This is an optimization exercise on Yosys and OpenROAD, whose aim is small area, a short achievable clock period and few clock cycles per item, not a production implementation.
Function was checked by simulation only, so behaviour that the tests miss may differ from the original.
No activity file was given, so power comes from the tool's default toggle rates.

==> flow/design.v <==
module kx_recover (
    input  wire        clk,
    input  wire        rst,
    input  wire        hdr_we,
    input  wire [5:0]  hdr_addr,
    input  wire [7:0]  hdr_wdata,
    input  wire        start,
    input  wire [6:0]  cfg_hdr_len,
    input  wire [19:0] cfg_ct_len,
    output wire        busy,
    input  wire        in_valid,
    output wire        in_ready,
    input  wire [31:0] in_data,
    output wire        out_valid,
    output wire [31:0] out_data,
    output wire [2:0]  out_count,
    output wire        done,
    output wire [3:0]  res_code,
    input  wire [5:0]  ks_addr,
    output wire [7:0]  ks_data
);
    localparam [3:0] E_NONE = 4'd0, E_EMPTY = 4'd2, E_SHORT = 4'd6;
    reg         busy_q;
    reg         done_q;
    reg         late_q;       
    reg  [3:0]  code_q;
    reg         rdy_q;
    reg         vq;           
    reg  [2:0]  cnt_q;        
    reg  [19:0] arem;         
    reg         lastder;      
    reg  [6:0]  ks_len;
    reg  [6:0]  hq;
    reg  [31:0] wbuf;
    reg  [7:0]  hdr [0:63];
    reg  [7:0]  ks  [0:63];
    reg  [6:0]  q4;           
    reg  [5:0]  p;            
    reg  [3:0]  dmask;        
    reg  [3:0]  umask;        
    reg  [7:0]  widx;         
    reg  [31:0] r0, r1;       
    reg  [4:0]  ra;           
    wire acc      = in_valid && rdy_q;
    wire start_ok = start && !busy_q;
    wire proc     = vq;
    assign busy      = busy_q;
    assign in_ready  = rdy_q;
    assign done      = done_q;
    assign res_code  = code_q;
    assign out_valid = vq;
    assign out_count = cnt_q;
    wire [3:0]  hsel = q4[5:2];
    wire [31:0] hdr_rd = {hdr[{hsel, 2'd3}], hdr[{hsel, 2'd2}],
                          hdr[{hsel, 2'd1}], hdr[{hsel, 2'd0}]};
    wire [3:0]  ksel = busy_q ? ra[3:0] : ks_addr[5:2];
    wire [31:0] ks_rd  = {ks[{ksel, 2'd3}], ks[{ksel, 2'd2}],
                          ks[{ksel, 2'd1}], ks[{ksel, 2'd0}]};
    assign ks_data = ({1'b0, ks_addr} < ks_len) ? ks_rd[8*ks_addr[1:0] +: 8] : 8'd0;
    wire [31:0] fresh = hdr_rd ^ wbuf;
    wire [31:0] ksw0  = {ks[3], ks[2], ks[1], ks[0]};
    wire [31:0] ksw1  = {ks[7], ks[6], ks[5], ks[4]};
    wire [31:0] z0    = (q4 == 7'd0) ? fresh : ksw0;
    wire [31:0] z1    = (q4 == 7'd4) ? fresh : ksw1;
    wire [63:0] win   = {r1, r0};
    genvar gj;
    generate
        for (gj = 0; gj < 4; gj = gj + 1) begin : lane
            wire [2:0] wsel = {1'b0, p[1:0]} + gj;
            wire [7:0] kw = win[8*wsel +: 8];
            wire [7:0] kz = z0[8*widx[2*gj +: 2] +: 8];
            wire [7:0] k  = umask[gj] ? kz : kw;
            assign out_data[8*gj +: 8] = dmask[gj] ? hdr_rd[8*gj +: 8]
                                                   : (k ^ wbuf[8*gj +: 8]);
        end
    endgenerate
    function [6:0] modh;
        input [6:0] x;
        input [6:0] h;
        begin
            if (h == 7'd1)               modh = 7'd0;
            else if (x >= {h[5:0], 1'b0}) modh = x - {h[5:0], 1'b0};
            else if (x >= h)              modh = x - h;
            else                          modh = x;
        end
    endfunction
    reg [3:0] dm_n, um_n;
    reg [7:0] wi_n;
    reg [6:0] qn, tn, pn7, hsel_h;
    reg [5:0] pn;
    reg       wrap;
    integer   j;
    always @(*) begin
        hsel_h = start_ok ? cfg_hdr_len : hq;
        tn = {1'b0, p} + 7'd4;
        wrap = (tn >= hq);
        pn7 = modh(tn, hq);
        if (start_ok) begin
            qn = 7'd0;
            pn = 6'd0;
        end else begin
            qn = q4[6] ? q4 : q4 + 7'd4;
            pn = pn7[5:0];
        end
        for (j = 0; j < 4; j = j + 1) begin
            dm_n[j] = (qn + j) < hsel_h;
            um_n[j] = !dm_n[j] && (({1'b0, pn} + j) >= hsel_h);
            pn7 = modh({1'b0, pn} + j, hsel_h);
            wi_n[2*j +: 2] = pn7[1:0];
        end
    end
    integer i;
    always @(posedge clk) begin
        for (i = 0; i < 64; i = i + 1)
            if (hdr_we && !busy_q && hdr_addr == i)
                hdr[i] <= hdr_wdata;
    end
    always @(posedge clk) begin
        for (i = 0; i < 64; i = i + 1)
            if (proc && dmask[i % 4] && q4[5:2] == (i / 4))
                ks[i] <= fresh[8*(i % 4) +: 8];
    end
    always @(posedge clk) begin
        if (acc)
            wbuf <= in_data;
        if (start_ok || proc) begin
            q4    <= qn;
            p     <= pn;
            dmask <= dm_n;
            umask <= um_n;
            widx  <= wi_n;
        end
        if (start_ok) begin
            hq <= cfg_hdr_len;
            ra <= 5'd2;
            arem <= cfg_ct_len;
            lastder <= (cfg_ct_len <= ({13'd0, cfg_hdr_len + 7'd3} & 20'hFFFFC));
        end else if (proc) begin
            if (wrap) begin
                r0 <= z0;
                r1 <= z1;
                ra <= 5'd2;
            end else begin
                r0 <= r1;
                r1 <= ks_rd;
                ra <= ra + 5'd1;
            end
        end
        if (acc) begin
            arem  <= arem - 20'd4;
            cnt_q <= (arem <= 20'd4) ? arem[2:0] : 3'd4;
        end
    end
    always @(posedge clk) begin
        if (rst) begin
            busy_q <= 1'b0;
            done_q <= 1'b0;
            late_q <= 1'b0;
            rdy_q  <= 1'b0;
            vq     <= 1'b0;
            ks_len <= 7'd0;
            code_q <= E_NONE;
        end else begin
            vq     <= acc;
            done_q <= 1'b0;
            late_q <= 1'b0;
            if (start_ok) begin
                code_q <= E_NONE;
                if (cfg_ct_len == 20'd0) begin
                    code_q <= E_EMPTY;
                    done_q <= 1'b1;
                    ks_len <= 7'd0;
                end else if (cfg_ct_len < {13'd0, cfg_hdr_len}) begin
                    code_q <= E_SHORT;
                    done_q <= 1'b1;
                    ks_len <= 7'd0;
                end else begin
                    busy_q <= 1'b1;
                    rdy_q  <= 1'b1;
                    ks_len <= cfg_hdr_len;
                end
            end else if (busy_q) begin
                if (acc && arem <= 20'd4) begin
                    rdy_q <= 1'b0;
                    if (lastder)
                        late_q <= 1'b1;
                    else begin
                        done_q <= 1'b1;
                        busy_q <= 1'b0;
                    end
                end
                if (late_q) begin
                    done_q <= 1'b1;
                    busy_q <= 1'b0;
                end
            end
        end
    end
endmodule
==> flow/run.sh <==
#!/bin/bash
# synth_recipe.tcl (not shown) runs the flow's synth.tcl, then flattens the netlist and writes it again
# the make line also repeats each setting of config.mk as NAME=value (left out here)
make -C /OpenROAD-flow-scripts/flow DESIGN_CONFIG=/design/flow/config.mk WORK_HOME=/design/flow/orfs CLKGATE_MAP_FILE= SYNTH_SCRIPT=/design/flow/synth_recipe.tcl finish
==> flow/config.mk <==
export PLATFORM = sky130hd
export DESIGN_NAME = kx_recover
export DESIGN_NICKNAME = kx_recover
export VERILOG_FILES = /design/flow/design.v
export SDC_FILE = /design/flow/constraint.sdc
export NUM_CORES = 4
export LEC_CHECK = 0
export CAP_MARGIN = 20
export CORE_MARGIN = 2
export CORE_UTILIZATION = 30
export PLACE_DENSITY = 0.5
export SLEW_MARGIN = 20
==> flow/constraint.sdc <==
create_clock -name core_clock -period 10.0 [get_ports {clk}]
set_input_delay 2.0000 -clock core_clock [delete_from_list [all_inputs] [get_ports {clk}]]
set_output_delay 2.0000 -clock core_clock [all_outputs]
set_load 0.01 [all_outputs]
==> run notes <==
## cells in the mapped netlist, drive strengths merged, types with 12 or more instances
library cell / count / area, um2
mux2: 42 / 480.5
and2: 36 / 225.2
nor3b: 15 / 128.9
nand3: 106 / 530.5
nand2: 325 / 1220
xor2: 39 / 341.6
clkbuf: 130 / 490.5
inv: 97 / 364.1
ha: 115 / 1439
xnor2: 59 / 524.3
nand2b: 27 / 168.9
and3: 21 / 131.4
a22oi: 140 / 1051
buf: 107 / 649.4
mux4: 34 / 765.7
a221o: 19 / 190.2
edfxtp: 1173 / 35220
a221oi: 61 / 559.3
o211ai: 21 / 157.7
a21o: 38 / 285.3
a31oi: 60 / 375.4
nor3: 55 / 275.3
o22ai: 35 / 219.0
nand4: 22 / 137.6
o31ai: 13 / 107.6
o21a: 19 / 142.6
nor4: 17 / 106.4
a211oi: 37 / 277.8
a222oi: 69 / 690.7
mux2i: 103 / 1051
nor2b: 39 / 244.0
o21ai: 142 / 710.7
a32o: 12 / 120.1
o221ai: 19 / 166.4
a22o: 71 / 621.9
a21oi: 138 / 690.7
o2bb2ai: 24 / 210.2
dfxtp: 25 / 500.5
nor2: 333 / 1262
a32oi: 12 / 105.1
## final timing paths
kind | start | endpoint | slack [ns]
hold / removal | code_q[2] | code_q[2] | 0.45
hold reg to reg | code_q[2] | code_q[2] | 0.45
setup reg to reg | p[2] | widx[7] | 3.75
setup / recovery | ks_addr[5] | ks_data[5] | 1.11
## power groups by stage
| stage | combinational (uW) | sequential (uW) | clock, uW |
|---|---|---|---|
| global route | 5460 | 6050 | 4980 |
| CTS | 5040 | 6040 | 4810 |
| global placement | 5020 | 6140 | 0 |
| floorplan | 2960 | 6050 | 0 |
| finish | 5100 | 6040 | 4730 |
| detailed placement | 5010 | 6140 | 0 |
## per-layer routing
metal | up-vias | routed length [um] | share of wire [%] | global-route usage, %
li1 | 16230 | - | - | -
met1 | 19510 | 86270 | 40 | 29.59
met2 | 1951 | 100900 | 47 | 36.98
met3 | 371 | 16670 | 7.8 | 4.137
met4 | 2 | 9778 | 4.6 | 9.461
met5 | - | 13 | 0.0061 | 0
## cells by family (layout without fill, tap and decap cells)
kind of cell / after synthesis / count (layout)
xor gates and xnor gates: 98 / 98
buffers and inverters: 337 / 633
other: 1 / 5
adders and majority gates: 117 / 117
and+or+nand+nor: 1059 / 1059
muxes: 179 / 179
DFF: 1198 / 1198
AOI/OAI and AO/OA: 1023 / 1023
## critical path: cells and delay by family
kind	cells	cell delay, ns
AO/OA/AOI/OAI	2	0.71
buffers and inverters	2	1.26
multiplexers	2	0.93
AND/OR/NAND/NOR	5	1.94
## registers in the layout, indices dropped and copies added, names as in the netlist
name     cells
hdr        512
ks         512
r0          32
r1          32
wbuf        32
arem        20
widx         8
hq           7
ks_len       7
q4           7
p            6
dmask        4
ra           4
umask        4
cnt_q        3
code_q       2
busy_q       1
done_q       1
lastder      1
late_q       1
rdy_q        1
vq           1
## stage by stage
step           setup WS, ns  hold slack (ns)  area [um2]  std cells  total power (uW)
4_1_cts               1.189           0.4565       63110       6677             15880
6_report              1.114           0.4537       63150       6682             15870
2_1_floorplan         3.835           0.4450       54350       4013              9011
3_5_place_dp          1.202           0.4475       59000       6443             11150
3_3_place_gp          1.245           0.4426       58940       6439             11160
5_1_grt               1.090           0.4924       63150       6681             16490
## layout make-up
cell class | count | area [um2]
fill | 17610 | 117200
sequential | 1198 | 35720
multi-input combinational | 2478 | 17390
clock buffer | 168 | 3502
tap | 2370 | 2965
timing repair buffer | 299 | 2572
clock inverter | 66 | 615.6
inverter | 100 | 375.4
antenna | 3 | 7.507
==> flow_metrics.tcl <==
set metrics [dict create \
    period_share_pct 88.86 \
    hold_buffers 0 \
    synth_simple_gate_area_share_pct 9.077 \
    hpwlAfterDp_um 150100 \
    irDropWorstVdd_mv 0.1792 \
    switching_share_pct 35.17 \
    setup_viol 0 \
    wl_per_cell_um 31.97 \
    cpMaxStageDelayCell "nor2_1" \
    finalHoldViolCount 0 \
    cp-end-kind "output port" \
    cts_setup_buffers 0 \
    critPathKind "input pin to output port" \
    status "complete, no violations" \
    rsz0062_at_grt "false" \
    clock_skew_ns 0.02646 \
    std_cell_rows 156 \
    crit_arrival_ns 6.89 \
    power_frac_seq_pct 38.1 \
    antenna_found_initial 7 \
    nets 4412 \
    yosys.cell_types.count 97 \
    vias 38070 \
    drive_gt1_share_pct 12.02 \
    synthMuxAreaShare_pct 4.227 \
    worstPathRequired_ns 8.00 \
    path_clk_slew_ns 0.05 \
    drc 0 \
    synth-async-reset-ratio_pct 0 \
    cts_max_level 4 \
    p_int_uw 10290 \
    overflow 0 \
    synthXorXnorAreaFrac_pct 1.593 \
    synth_adder_area_share_pct 2.721 \
    p_leak_uw 0.02077 \
    drt-pass1-iter-count 9 \
    synthCells 4012 \
    cp_common_cell "clkdlybuf4s50_1" \
    slew_headroom_pct 21.41 \
    fin_tns_setup_ns 0 \
    mostFrequentLayoutCell "edfxtp_1" \
    wl_um 213600 \
    io_buffers 132 \
    min_path_cells 2 \
    cellPowerDensity_mw_per_mm2 251.3 \
    layout_common_cells "edfxtp_1, nand2_1, nor2_1" \
    path_max_fanout 26 \
    start_util_pct 30.14 \
    drt.antenna.violating_nets 0 \
    grt_pass1_vias 36740 \
    syn_avg_cell_area_um2 13.55 \
    p_comb_share_pct 32.1 \
    clk_latency_ns 0.79 \
    vias_per_cell 5.697 \
    core-area_mm2 0.1804 \
    ys_seq_area_share_pct 65.73 \
    ctsResizeCount 0 \
    maxSlewViolCount 0 \
    cts_tree "yes" \
    yosysWarnings 3 \
    grt_pass1_wl_um 296100 \
    fmax_ghz 0.1125 \
    io_pins 135 \
    reg2regPathDepth 22 \
    die_height_um 429.6 \
    hp-class "flop to flop" \
    yosys_register_bits 1198 \
    ys.flop_type "edfxtp_1" \
    clk_path_buf_depth 3 \
    p_clk_share_pct 29.8 \
    cpPeakStageDelay_ns 1.03 \
    synth_edf_count 1173 \
    synth_area_mm2 0.05435 \
    grtUsageTotal_pct 22.66 \
    cts_root_buf "clkbuf_16" \
    grt_max_degree 65 \
    routabilityCongestion 0.9648 \
    p_sw_uw 5581 \
    drt_iter0_drc 5002 \
    fin_crit_ns 8.886 \
    synth_top_family_by_area "compound AO/OA/AOI/OAI gates" \
    synth_compound_area_share_pct 13.86 \
    final_core_util_pct 35.01 \
    die_width_um 429.6 \
    die_area_mm2 0.1846 \
    cp-start-kind "input pin" \
    crit_chain "clkdlybuf4s50_1 > mux2_4 > nand2_1 > nor2_1 > a222oi_1 > nand3_1 > nor4_1 > a21oi_1 > mux4_2 > nor2b_1 > clkdlybuf4s50_1" \
    drv_cap 0 \
    worst_slew_pin_slew_ns 1.174 \
    clock_sinks 1198 \
    syn_to_final_growth_pct 16.19 \
    cts_inserted_buffers 134 \
]
Testbench counts, summed over its fixed seeds: cycles 31,315, bytes 123,176.

[static timing again, ports no longer ideal]
How much do the figures lean on ideal ports? The routed layout below was timed once more, with nothing changed but the port constraints. Step 1: set_driving_cell puts a clkbuf_16 on clk and a buf_2 on each other input, an assumption about the parent block. Step 2 adds t to the input delays and takes it off the output delays; t is the mean of the earliest and latest rising clock arrival at the registers after step 1. Input paths then give back, and output paths get back, about the clock's delay inside the block. Three values: ideal, step 1, step 2; two values: the first two.
t, ns: 0.852
setup WS [ns]: 1.114 / 1.087 / 1.087
worst data-port slew with drivers (ns): 0.32
After both steps this run still meets setup and hold. For this run, drivers alone change the setup slack by -0.027 ns; drivers and shift together by -0.027 ns.
